This design comes from an exercise in tuning for small area, a short achievable clock period and few clock cycles on the open sky130 flow, not from production work.
The RTL was checked by simulation tests, not by an equivalence proof against the original design.
Power and IR drop assume default switching activity.

## job 101
==> flow/design.v <==
module erpc_codec (
    input  wire        clk,
    input  wire        rst,
    input  wire        cmd_valid,
    output wire        cmd_ready,
    input  wire [7:0]  cmd_op,
    input  wire [8:0]  cmd_service,
    input  wire [7:0]  cmd_request,
    input  wire [2:0]  cmd_msg_type,
    input  wire [31:0] cmd_sequence,
    input  wire [15:0] cmd_f_len,
    input  wire [15:0] cmd_f_crc,
    input  wire [7:0]  cmd_byte,
    input  wire [15:0] cmd_len,
    input  wire        in_valid,
    output wire        in_ready,
    input  wire [31:0] in_data,
    output reg         done,
    output wire [3:0]  status,
    output wire [15:0] crc_out,
    output wire [63:0] out_bytes,
    output wire [3:0]  consumed,
    output wire [8:0]  o_service,
    output wire [7:0]  o_request,
    output wire [2:0]  o_msg_type,
    output wire [31:0] o_sequence,
    output wire [15:0] o_len,
    output wire [15:0] o_crc
);
    localparam [15:0] CRC_INIT = 16'hEF4A;
    reg        busy;         
    reg        last_q;       
    reg [3:0]  nsel;         
    reg [1:0]  tail;         
    reg        k_crc;        
    reg        k_frm;        
    reg        k_match;      
    reg        chk;          
    reg        ocrc_sel;     
    reg        mt_unk;       
    reg        svc_unk;      
    reg [15:0] crc;
    reg [31:0] W;
    reg [31:0] L;
    reg [3:0]  st;
    wire [13:0] cnt = W[13:0];    
    assign cmd_ready = !busy;
    assign in_ready  = busy;
    wire acc  = cmd_valid && !busy;
    wire beat = in_valid && busy;
    wire [7:0] op = cmd_op;
    wire op_ok   = (op[7:6] == 2'b00) && (op[3:2] == 2'b00) && (op[5:4] != 2'b00);
    wire is_init = (op == 8'h10);
    wire is_upd  = (op == 8'h11);
    wire is_bufc = (op == 8'h13) || (op == 8'h30) || (op == 8'h33);
    wire is_enc  = (op == 8'h20);
    wire is_bld  = (op == 8'h22);
    wire is_hdec = (op == 8'h21);
    wire is_mat  = (op == 8'h23);
    wire is_fdec = (op == 8'h32);
    wire svc_ok  = !cmd_service[8] && (cmd_service[7:4] == 4'd0) && (cmd_service[3:0] != 4'd0);
    wire mt_ok   = !cmd_msg_type[2];
    wire len0    = (cmd_len == 16'd0);
    wire len_ge8 = (cmd_len[15:3] != 13'd0);
    wire len_ge4 = (cmd_len[15:2] != 14'd0);
    wire len_le4 = (cmd_len[15:3] == 13'd0) && (!cmd_len[2] || cmd_len[1:0] == 2'd0);
    wire go_crc  = is_bufc && !len0;
    wire go_hdr  = (is_hdec || (is_mat && svc_ok)) && len_ge8;
    wire go_frm  = is_fdec && len_ge4;
    reg [3:0] st_acc;
    always @(*) begin
        st_acc = 4'd0;
        if (!op_ok)
            st_acc = 4'd15;
        if (is_enc && !(svc_ok && mt_ok))
            st_acc = 4'd15;
        if (is_bld && !svc_ok)
            st_acc = 4'd15;
        if ((is_hdec && !len_ge8) || (is_fdec && !len_ge4))
            st_acc = 4'd8;
        if (is_mat)
            st_acc = !svc_ok ? 4'd15 : !len_ge8 ? 4'd1 : 4'd0;
    end
    function [3:0] onehot_n;    
        input [1:0] t;
        onehot_n = (t == 2'd0) ? 4'b1000 : (t == 2'd3) ? 4'b0100 : (t == 2'd2) ? 4'b0010 : 4'b0001;
    endfunction
    wire [7:0] d0 = in_data[7:0];
    wire [7:0] d1 = in_data[15:8];
    wire [7:0] d2 = in_data[23:16];
    wire [7:0] d3 = in_data[31:24];
    wire [7:0] ch = crc[15:8];
    wire [7:0] cl = crc[7:0];
    wire n4 = nsel[3];
    wire n3 = nsel[2];
    wire n2 = nsel[1];
    wire n1 = nsel[0];
    wire nu = !busy;            
    wire [7:0] m0 = {8{n4}} & (d0 ^ ch);
    wire [7:0] m1 = ({8{n4}} & (d1 ^ cl)) | ({8{n3}} & (d0 ^ ch));
    wire [7:0] m2 = ({8{n4}} & d2) | ({8{n3}} & (d1 ^ cl)) | ({8{n2}} & (d0 ^ ch));
    wire [7:0] m3 = ({8{n4}} & d3) | ({8{n3}} & d2) | ({8{n2}} & (d1 ^ cl)) | ({8{n1}} & (d0 ^ ch))
                  | ({8{nu}} & (cmd_byte ^ ch));
    wire [15:0] crc_blk;
    assign crc_blk[0] = ((((m0[2] ^ m0[3]) ^ m0[4]) ^ ((m1[3] ^ m1[4]) ^ m1[6])) ^ (((m2[0] ^ m2[3]) ^ m2[4]) ^ (m3[0] ^ m3[4])));
    assign crc_blk[1] = ((((m0[3] ^ m0[4]) ^ m0[5]) ^ ((m1[4] ^ m1[5]) ^ m1[7])) ^ (((m2[1] ^ m2[4]) ^ m2[5]) ^ (m3[1] ^ m3[5])));
    assign crc_blk[2] = ((((m0[0] ^ m0[4]) ^ m0[5]) ^ ((m0[6] ^ m1[5]) ^ m1[6])) ^ (((m2[2] ^ m2[5]) ^ m2[6]) ^ (m3[2] ^ m3[6])));
    assign crc_blk[3] = ((((m0[1] ^ m0[5]) ^ m0[6]) ^ ((m0[7] ^ m1[6]) ^ m1[7])) ^ (((m2[3] ^ m2[6]) ^ m2[7]) ^ (m3[3] ^ m3[7])));
    assign crc_blk[4] = ((((m0[0] ^ m0[2]) ^ m0[6]) ^ (m0[7] ^ m1[0])) ^ (((m1[7] ^ m2[0]) ^ m2[4]) ^ (m2[7] ^ m3[4])));
    assign crc_blk[5] = (((((m0[0] ^ m0[1]) ^ m0[2]) ^ (m0[4] ^ m0[7])) ^ ((m1[0] ^ m1[1]) ^ (m1[3] ^ m1[4]))) ^ ((((m1[6] ^ m2[0]) ^ m2[1]) ^ (m2[3] ^ m2[4])) ^ ((m2[5] ^ m3[0]) ^ (m3[4] ^ m3[5]))));
    assign crc_blk[6] = (((((m0[1] ^ m0[2]) ^ m0[3]) ^ (m0[5] ^ m1[1])) ^ ((m1[2] ^ m1[4]) ^ (m1[5] ^ m1[7]))) ^ (((m2[1] ^ m2[2]) ^ (m2[4] ^ m2[5])) ^ ((m2[6] ^ m3[1]) ^ (m3[5] ^ m3[6]))));
    assign crc_blk[7] = (((((m0[0] ^ m0[2]) ^ m0[3]) ^ (m0[4] ^ m0[6])) ^ ((m1[2] ^ m1[3]) ^ (m1[5] ^ m1[6]))) ^ (((m2[2] ^ m2[3]) ^ (m2[5] ^ m2[6])) ^ ((m2[7] ^ m3[2]) ^ (m3[6] ^ m3[7]))));
    assign crc_blk[8] = (((((m0[1] ^ m0[3]) ^ m0[4]) ^ (m0[5] ^ m0[7])) ^ ((m1[0] ^ m1[3]) ^ (m1[4] ^ m1[6]))) ^ (((m1[7] ^ m2[0]) ^ (m2[3] ^ m2[4])) ^ ((m2[6] ^ m2[7]) ^ (m3[3] ^ m3[7]))));
    assign crc_blk[9] = ((((m0[0] ^ m0[2]) ^ (m0[4] ^ m0[5])) ^ ((m0[6] ^ m1[0]) ^ (m1[1] ^ m1[4]))) ^ (((m1[5] ^ m1[7]) ^ (m2[0] ^ m2[1])) ^ ((m2[4] ^ m2[5]) ^ (m2[7] ^ m3[4]))));
    assign crc_blk[10] = ((((m0[0] ^ m0[1]) ^ (m0[3] ^ m0[5])) ^ ((m0[6] ^ m0[7]) ^ (m1[0] ^ m1[1]))) ^ (((m1[2] ^ m1[5]) ^ (m1[6] ^ m2[1])) ^ ((m2[2] ^ m2[5]) ^ (m2[6] ^ m3[5]))));
    assign crc_blk[11] = ((((m0[1] ^ m0[2]) ^ (m0[4] ^ m0[6])) ^ ((m0[7] ^ m1[1]) ^ (m1[2] ^ m1[3]))) ^ (((m1[6] ^ m1[7]) ^ (m2[2] ^ m2[3])) ^ ((m2[6] ^ m2[7]) ^ m3[6])));
    assign crc_blk[12] = ((((m0[0] ^ m0[4]) ^ (m0[5] ^ m0[7])) ^ ((m1[0] ^ m1[2]) ^ m1[6])) ^ (((m1[7] ^ m2[0]) ^ m2[7]) ^ ((m3[0] ^ m3[4]) ^ m3[7])));
    assign crc_blk[13] = ((((m0[0] ^ m0[1]) ^ m0[5]) ^ ((m0[6] ^ m1[0]) ^ m1[1])) ^ (((m1[3] ^ m1[7]) ^ m2[0]) ^ ((m2[1] ^ m3[1]) ^ m3[5])));
    assign crc_blk[14] = ((((m0[0] ^ m0[1]) ^ m0[2]) ^ ((m0[6] ^ m0[7]) ^ m1[1])) ^ (((m1[2] ^ m1[4]) ^ m2[1]) ^ ((m2[2] ^ m3[2]) ^ m3[6])));
    assign crc_blk[15] = ((((m0[1] ^ m0[2]) ^ m0[3]) ^ ((m0[7] ^ m1[2]) ^ m1[3])) ^ (((m1[5] ^ m2[2]) ^ m2[3]) ^ (m3[3] ^ m3[7])));
    wire [15:0] crc_next = crc_blk ^ ({16{n1 | nu}} & {cl, 8'h00});
    wire next_last = (cnt[13:2] == 12'd0) && (tail == 2'd0 ? cnt[1:0] == 2'd2 : cnt[1:0] == 2'd1);
    always @(posedge clk) begin
        if (rst) begin
            busy <= 1'b0;
            done <= 1'b0;
            st   <= 4'd0;
            chk  <= 1'b0;
            nsel <= 4'd0;
        end else begin
            done <= 1'b0;
            if (acc) begin
                busy     <= go_crc || go_hdr || go_frm;
                done     <= !(go_crc || go_hdr || go_frm);
                st       <= st_acc;
                chk      <= (op == 8'h33);
                ocrc_sel <= !op[1];
                tail     <= cmd_len[1:0];
                last_q   <= is_bufc ? len_le4 : is_fdec;
                nsel     <= go_crc ? (len_le4 ? onehot_n(cmd_len[1:0]) : 4'b1000) : 4'd0;
                k_crc    <= is_bufc;
                k_frm    <= is_fdec;
                k_match  <= is_mat;
            end
            if (beat) begin
                if (last_q) begin
                    busy <= 1'b0;
                    done <= 1'b1;
                end
                if (k_crc) begin
                    last_q <= next_last;
                    nsel   <= last_q ? 4'd0 : next_last ? onehot_n(tail) : 4'b1000;
                end else
                    last_q <= 1'b1;
                if (k_match && !last_q && !(in_data[7:0] == 8'h02 && in_data[23:8] == L[23:8]))
                    st <= 4'd4;
            end
        end
    end
    wire crc_init = rst || (acc && (is_init || is_bufc));
    always @(posedge clk) begin
        if (crc_init)
            crc <= CRC_INIT;
        else if ((acc && is_upd) || (beat && k_crc))
            crc <= crc_next;
    end
    always @(posedge clk) begin
        if (acc || (beat && (k_crc || (!k_frm && last_q)))) begin
            W[31:14] <= busy ? in_data[31:14] : cmd_sequence[31:14];
            W[13:0]  <= busy ? (k_crc ? cnt - 14'd1 : in_data[13:0])
                             : (op[4] ? cmd_len[15:2] : cmd_sequence[13:0]);
        end
    end
    always @(posedge clk) begin
        if (acc || (beat && !k_crc && (k_frm || !last_q))) begin
            if (busy)
                L <= in_data;
            else if (op[4])
                L <= {cmd_f_crc, op[0] ? cmd_f_len : cmd_len};
            else
                L <= {8'h01, cmd_service[7:0], cmd_request, 5'd0, cmd_msg_type & {3{~op[1]}}};
        end
        if (beat && !k_crc && (k_frm || !last_q)) begin
            mt_unk  <= (in_data[7:2] != 6'd0);
            svc_unk <= !(in_data[23:20] == 4'd0 && in_data[19:16] != 4'd0);
        end
    end
    assign status     = {st[3], st[2], st[1] | (chk && (crc != L[31:16])), st[0]};
    assign crc_out    = crc;
    assign out_bytes  = {W, L};
    wire st_ok = (st == 4'd0);
    assign consumed   = {st_ok && !k_frm, st_ok && k_frm, 2'b00};
    assign o_sequence = W;
    assign o_request  = L[15:8];
    assign o_service  = {svc_unk, L[23:16] & {8{!svc_unk}}};
    assign o_msg_type = {mt_unk, L[1:0] & {2{!mt_unk}}};
    assign o_len      = L[15:0];
    assign o_crc      = ocrc_sel ? crc : L[31:16];
endmodule
Settings: LEC_CHECK=0, CAP_MARGIN=20, CORE_MARGIN=2, CORE_UTILIZATION=40, SETUP_SLACK_MARGIN=2.0, SLEW_MARGIN=20; clock period 5.0 ns.
standard.sh (not shown) runs the stock make flow with config.mk's settings and CLKGATE_MAP_FILE= SYNTH_SCRIPT=/design/flow/synth_recipe.tcl, a recipe that flattens the netlist after the stock synthesis.
==> flow/flow/run.sh <==
#!/bin/bash
# The standard layout, with the smallest buffer on every port.
set -euo pipefail
export BUFFER_PORTS_ARGS="-buffer_cell sky130_fd_sc_hd__buf_1"
bash standard.sh > standard.log 2>&1
Testbench counts of job 101, summed over its fixed seeds: cycles 121,025.
diff inputs: job 101 => job 102
--- a/flow/design.v
+++ b/flow/design.v
@@ -43,6 +43,7 @@
     reg [31:0] W;
     reg [31:0] L;
     reg [3:0]  st;
+    reg        cons8, cons4;
     wire [13:0] cnt = W[13:0];    
     assign cmd_ready = !busy;
     assign in_ready  = busy;
@@ -141,6 +142,8 @@
                 k_crc    <= is_bufc;
                 k_frm    <= is_fdec;
                 k_match  <= is_mat;
+                cons8    <= go_hdr;
+                cons4    <= go_frm;
             end
             if (beat) begin
                 if (last_q) begin
@@ -152,8 +155,10 @@
                     nsel   <= last_q ? 4'd0 : next_last ? onehot_n(tail) : 4'b1000;
                 end else
                     last_q <= 1'b1;
-                if (k_match && !last_q && !(in_data[7:0] == 8'h02 && in_data[23:8] == L[23:8]))
-                    st <= 4'd4;
+                if (k_match && !last_q && !(in_data[7:0] == 8'h02 && in_data[23:8] == L[23:8])) begin
+                    st    <= 4'd4;
+                    cons8 <= 1'b0;
+                end
             end
         end
     end
@@ -188,8 +193,7 @@
     assign status     = {st[3], st[2], st[1] | (chk && (crc != L[31:16])), st[0]};
     assign crc_out    = crc;
     assign out_bytes  = {W, L};
-    wire st_ok = (st == 4'd0);
-    assign consumed   = {st_ok && !k_frm, st_ok && k_frm, 2'b00};
+    assign consumed   = {cons8, cons4, 2'b00};
     assign o_sequence = W;
     assign o_request  = L[15:8];
     assign o_service  = {svc_unk, L[23:16] & {8{!svc_unk}}};
### Flow results
- Job 102 completed end to end with timing, DRC and antenna clean.
- Area of combinational cells with multiple inputs ends up higher on job 102.
- Compared with job 101, in job 102 flip-flop and latch count climbed 2, total internal power climbed 1.2%, combinational power share dropped 1.0 points, total power climbed 0.000025 W.
- In job 102 the hold slack turned out 0.043 ns higher than in job 101.
- Taking job 101 as the reference, in job 102 mean instance size in the synthesized netlist barely changed, cell count went up 25, final weighted congestion in routability-driven placement lower, all-layer global routing usage went up 0.60 points.
Testbench counts of job 102, summed over its fixed seeds: cycles 121,025.

## port drivers added, routing unchanged
Ports are ideal in the flow. The routed layouts listed here were re-timed in OpenROAD.
Step 1 (the two cells are an assumption about what drives the block):
set clk [get_ports {clk}]
set_driving_cell -lib_cell sky130_fd_sc_hd__clkbuf_16 $clk
set_driving_cell -lib_cell sky130_fd_sc_hd__buf_2 [delete_from_list [all_inputs] $clk]
Step 2 times the ports against the registers' clock, not the clock port: input delays grow and output delays shrink by t, the midpoint of the rising clock arrivals with the driver on.
Slacks: ideal ports / drivers / drivers and shift; pairs: ideal ports / drivers.
run | shift t [ns] | setup WS [ns] | worst register clock-pin slew, ns
job 101 | 0.400 | 1.999 / 1.954 / 1.693 | 0.08 / 0.08
job 102 | 0.408 | 1.993 / 1.950 / 1.707 | 0.09 / 0.09
After both steps every run listed still meets setup and hold. For job 101, which loses most, drivers alone change the setup slack by -0.045 ns; drivers and shift together by -0.306 ns.
